Source: an optimization exercise on an open RTL-to-GDS flow (aim: small area). Production flows keep margins and buffers that such runs may drop. The RTL was checked by simulation tests, not by an equivalence proof against the original design. No driver is modelled on the clock port, so clock power and skew are understated where the tree is cut down; a real chip needs a root buffer or a tree. No activity file was given, so power comes from the tool's default toggle rates.

==> module ri_codec, before the edit <==
module ri_codec (
    input  wire        clk,
    input  wire        rst_n,
    input  wire        tick,          
    input  wire        edge_valid,    
    input  wire        edge_rising,   
    input  wire        uart_valid,    
    input  wire [7:0]  uart_data,
    output wire        ri_out,        
    output wire        input_en,      
    output wire        frame_active,  
    output wire        rx_valid,      
    output wire [11:0] rx_cmd,
    output wire        tx_valid,      
    output wire [15:0] tx_cmd
);
    reg  [15:0] pt;        
    reg  [3:0]  tk;        
    reg  [11:0] bbuf;      
    reg         fip;       
    reg  [2:0]  len;       
    reg         bad;       
    reg  [15:0] val;       
    reg         act;       
    reg         pin;       
    wire [3:0] ph     = val[15:12];    
    wire       ph_hdr = (ph == 4'd0);
    wire       ph_trl = (ph == 4'd13);
    wire       bitv   = ph[1] ? (ph[0] ? val[9] : val[10])
                              : (ph[0] ? val[11] : val[8]);
    wire       c100 = pt[6] & pt[5] & pt[2];
    wire       c200 = pt[7] & pt[6] & pt[3];
    wire       c300 = pt[8] & pt[5] & pt[3] & pt[2];
    wire       c400 = pt[8] & pt[7] & pt[4];
    wire       hit  = act & (pin ? (ph_hdr ? c300 : c100)
                                 : (ph_hdr ? c400 : ((bitv & !ph_trl) ? c300 : c200)));
    wire       go_low      = hit & pin;
    wire       phase_end   = hit & !pin;
    wire       phase_start = phase_end & !ph_trl;
    wire       done        = phase_end & ph_trl;
    wire ev_uart  = len[2] & len[1] & !len[0];
    wire txv      = len[2] & len[1] & len[0];
    wire tx_start = ev_uart & !bad;
    wire tk12     = (tk == 4'd12);
    wire tk13     = (tk == 4'd13);
    wire tk14     = (tk == 4'd14);
    wire tk15     = (tk == 4'd15);
    wire act_mid   = tx_start | (act & !done);
    wire armed_mid = act ? done : !tx_start;
    wire zero_pt   = tx_start | phase_start | done;
    wire [2:0] len_mid = (len[2] & len[1]) ? 3'd0 : len;
    wire       pt_lo = ~|pt[15:9];
    wire [8:0] x     = pt[8:0];
    wire       hdr   = pt_lo & (x >= 9'd251) & (x <= 9'd349);
    wire       bitw  = pt_lo & (x >= 9'd51) & (x <= 9'd249) & (x != 9'd150);
    wire       one   = x[7] & (x[6:0] >= 7'd23);
    wire edge_taken = edge_valid & !act_mid;
    wire edge_put   = edge_valid & !act & !tx_start & (edge_rising ? hdr : bitw);
    wire put_bit    = edge_put & !edge_rising;
    wire put_frame  = edge_put & edge_rising;
    wire uart_taken = uart_valid & armed_mid;
    wire       is_x   = (uart_data == 8'h78);
    wire       is_dig = (uart_data[7:4] == 4'h3) & (uart_data[3:0] <= 4'd9);
    wire       is_let = (uart_data[7:6] == 2'b01) & (uart_data[4:3] == 2'b00) &
                        (uart_data[2:0] != 3'd0) & (uart_data[2:0] != 3'd7);
    wire [3:0] nib    = uart_data[6] ? {1'b0, uart_data[2:0]} + 4'd9 : uart_data[3:0];
    wire       rot    = phase_start & (ph[1:0] == 2'b00) & (ph[3] | ph[2]);
    wire       clr_x  = uart_taken & is_x;
    wire        pt_clr = !rst_n | zero_pt | edge_taken;
    wire [15:0] pt_g   = pt & {16{!pt_clr}};
    wire [16:0] pt_c;
    assign pt_c[0] = tick & rst_n;
    genvar gi;
    generate
        for (gi = 0; gi < 16; gi = gi + 1) begin : g_pt
            assign pt_c[gi + 1] = pt_g[gi] & pt_c[gi];
        end
    endgenerate
    always @(posedge clk)
        pt <= pt_g ^ pt_c[15:0];
    always @(posedge clk) begin
        if (!rst_n) begin
            tk    <= 4'd0;
            fip   <= 1'b0;
            len   <= 3'd0;
            act   <= 1'b0;
            pin   <= 1'b0;
        end else begin
            act <= act_mid;
            if (tx_start) begin
                pin <= 1'b1;
            end else if (go_low) begin
                pin <= 1'b0;
            end else if (phase_start) begin
                pin <= 1'b1;
            end
            if (put_frame) begin
                tk  <= 4'd15;
            end else if (put_bit) begin
                tk  <= tk12 ? 4'd14 : tk + 4'd1;
            end else if (tk15) begin
                tk  <= 4'd0;
                fip <= 1'b1;
            end else if (tk14) begin
                tk  <= 4'd13;
                fip <= 1'b0;
            end else if (tk13) begin
                tk  <= 4'd0;
            end
            len <= tx_start ? 3'd7 : uart_taken ? len_mid + 3'd1 : len_mid;
        end
    end
    always @(posedge clk) begin
        if (put_bit)
            bbuf <= {bbuf[10:0], one};
        if (uart_taken) begin
            bad   <= (len_mid == 3'd5) ? is_x | !(is_dig | is_let) | bad
                                       : !is_x & (!(is_dig | is_let) | (bad & (len_mid != 3'd0)));
        end
        if (txv)
            val[15:12] <= 4'd0;
        else if (phase_start)
            val[15:12] <= ph + 4'd1;
        else if (uart_taken)
            val[15:12] <= clr_x ? 4'd0 : val[11:8];
        if (rot || uart_taken)
            val[11:4] <= clr_x ? 8'd0 : val[7:0];
        if (rot)
            val[3:0] <= val[11:8];
        else if (uart_taken)
            val[3:0] <= clr_x ? 4'd0 : nib;
    end
    assign ri_out       = pin;
    assign input_en     = !act;
    assign frame_active = fip;
    assign rx_valid     = tk13;
    assign rx_cmd       = bbuf;
    assign tx_valid     = txv;
    assign tx_cmd       = val;
endmodule
export LEC_CHECK = 0
export CAP_MARGIN = 20
export CORE_MARGIN = 2
export CORE_UTILIZATION = 70
export PLACE_DENSITY = 0.8
export SLEW_MARGIN = 20
create_clock -name core_clock -period 10.0 [get_ports {clk}]
standard.sh (not shown) runs the stock make flow with config.mk's settings and CLKGATE_MAP_FILE= SYNTH_SCRIPT=/design/flow/synth_recipe.tcl, a recipe that flattens the netlist after the stock synthesis.
==> flow/flow/run.sh <==
#!/bin/bash
# The standard layout (the standard.sh) with these changes:
#  - synthesis uses flow/synth.tcl: the standard synthesis script with an
#    area-oriented ABC script (flow/area.abc) for the logic mapping;
#  - the port buffers are the smallest buffer, buf_1, instead of the default;
#  - the clock tree is built by flow/manual_cts.tcl (a PRE_CTS_TCL hook): the
#    clock port drives 4 clkbuf_8, each driving one cluster of registers.
# Tool output goes to synth.log and standard.log here and to ORFS's logs.
set -euo pipefail
here=$(pwd)
export BUFFER_PORTS_ARGS="-buffer_cell sky130_fd_sc_hd__buf_1"
export PRE_CTS_TCL="$here/flow/manual_cts.tcl"
export MANUAL_CTS_CELL=sky130_fd_sc_hd__clkbuf_8
export MANUAL_CTS_COUNT=4
export MY_ABC_SCRIPT="$here/flow/area.abc"
sed "s#SYNTH_SCRIPT=[^ ]*#SYNTH_SCRIPT=$here/flow/synth.tcl#" standard.sh > own_synth.sh
grep -q "SYNTH_SCRIPT=$here/flow/synth.tcl" own_synth.sh
bash own_synth.sh synth > synth.log 2>&1
bash standard.sh > standard.log 2>&1
Other scripts of this flow, unchanged in this note and not shown: flow/flow/area.abc, flow/flow/manual_cts.tcl, flow/flow/synth.tcl
Then changed:
--- a/flow/design.v
+++ b/flow/design.v
@@ -22,8 +22,9 @@
     reg         bad;       
     reg  [15:0] val;       
     reg         act;       
     reg         pin;       
+    reg  [1:0]  q;         
     wire [3:0] ph     = val[15:12];    
     wire       ph_hdr = (ph == 4'd0);
     wire       ph_trl = (ph == 4'd13);
     wire       bitv   = ph[1] ? (ph[0] ? val[9] : val[10])
@@ -37,15 +38,15 @@
     wire       go_low      = hit & pin;
     wire       phase_end   = hit & !pin;
     wire       phase_start = phase_end & !ph_trl;
     wire       done        = phase_end & ph_trl;
+    wire ev_frame = (q == 2'b01);
+    wire ev_bit   = q[1];
     wire ev_uart  = len[2] & len[1] & !len[0];
     wire txv      = len[2] & len[1] & len[0];
     wire tx_start = ev_uart & !bad;
     wire tk12     = (tk == 4'd12);
     wire tk13     = (tk == 4'd13);
-    wire tk14     = (tk == 4'd14);
-    wire tk15     = (tk == 4'd15);
     wire act_mid   = tx_start | (act & !done);
     wire armed_mid = act ? done : !tx_start;
     wire zero_pt   = tx_start | phase_start | done;
     wire [2:0] len_mid = (len[2] & len[1]) ? 3'd0 : len;
@@ -55,10 +56,8 @@
     wire       bitw  = pt_lo & (x >= 9'd51) & (x <= 9'd249) & (x != 9'd150);
     wire       one   = x[7] & (x[6:0] >= 7'd23);
     wire edge_taken = edge_valid & !act_mid;
     wire edge_put   = edge_valid & !act & !tx_start & (edge_rising ? hdr : bitw);
-    wire put_bit    = edge_put & !edge_rising;
-    wire put_frame  = edge_put & edge_rising;
     wire uart_taken = uart_valid & armed_mid;
     wire       is_x   = (uart_data == 8'h78);
     wire       is_dig = (uart_data[7:4] == 4'h3) & (uart_data[3:0] <= 4'd9);
     wire       is_let = (uart_data[7:6] == 2'b01) & (uart_data[4:3] == 2'b00) &
@@ -84,8 +83,9 @@
             fip   <= 1'b0;
             len   <= 3'd0;
             act   <= 1'b0;
             pin   <= 1'b0;
+            q     <= 2'b00;
         end else begin
             act <= act_mid;
             if (tx_start) begin
                 pin <= 1'b1;
@@ -93,27 +93,28 @@
                 pin <= 1'b0;
             end else if (phase_start) begin
                 pin <= 1'b1;
             end
-            if (put_frame) begin
-                tk  <= 4'd15;
-            end else if (put_bit) begin
-                tk  <= tk12 ? 4'd14 : tk + 4'd1;
-            end else if (tk15) begin
+            if (ev_frame) begin
                 tk  <= 4'd0;
                 fip <= 1'b1;
-            end else if (tk14) begin
-                tk  <= 4'd13;
-                fip <= 1'b0;
+            end else if (ev_bit) begin
+                if (tk12) begin
+                    tk  <= 4'd13;
+                    fip <= 1'b0;
+                end else begin
+                    tk  <= tk + 4'd1;
+                end
             end else if (tk13) begin
-                tk  <= 4'd0;
+                tk <= 4'd0;
             end
+            q <= edge_put ? (edge_rising ? 2'b01 : {1'b1, one}) : 2'b00;
             len <= tx_start ? 3'd7 : uart_taken ? len_mid + 3'd1 : len_mid;
         end
     end
     always @(posedge clk) begin
-        if (put_bit)
-            bbuf <= {bbuf[10:0], one};
+        if (ev_bit)
+            bbuf <= {bbuf[10:0], q[0]};
         if (uart_taken) begin
             bad   <= (len_mid == 3'd5) ? is_x | !(is_dig | is_let) | bad
                                        : !is_x & (!(is_dig | is_let) | (bad & (len_mid != 3'd0)));
         end
Global-route usage went up by 1.4 points.
Routed wire length went up slightly.
Final area went up slightly.
Total power went up by a few percent.
Setup slack is better by 0.20 ns.
Fmax went up by a few percent.
Synthesized area went up slightly.
Sequential share of layout area went up by 1.2 points.
Cell count is unchanged.
Critical path depth went down by 1.
Utilization went down by 0.19 points.
Sequential power went up by a few percent.
No run of this note takes its clock network from TritonCTS; it comes from the design's own scripts or RTL.

port drivers added, routing unchanged:
No port has a modelled driver above. Below, the same layouts with a new extraction and two added sets of constraints.
Step 1 (the two cells are an assumption about what drives the block):
set clk [get_ports {clk}]
set_driving_cell -lib_cell sky130_fd_sc_hd__clkbuf_16 $clk
set_driving_cell -lib_cell sky130_fd_sc_hd__buf_2 [delete_from_list [all_inputs] $clk]
Step 2, shift: input delay + t, output delay - t, t = (earliest + latest rising clock arrival at the registers) / 2. This alone moves slack from input paths to output paths.
Slacks: ideal ports / drivers / drivers and shift; pairs: ideal ports / drivers.
run | t, ns | setup WS [ns] | worst setup path at the end | worst register clock-pin slew, ns | worst slew at a driven data input, ns
the first run | 0.199 | 5.568 / 5.595 / 5.396 | input to register | 0.12 / 0.12 | 0.03
the second run | 0.198 | 5.767 / 5.797 / 5.599 | input to register | 0.10 / 0.10 | 0.03
After both steps every run listed still meets setup and hold. The setup slack of the first run, which loses most, moves by +0.027 ns with the drivers and by -0.172 ns with both steps.
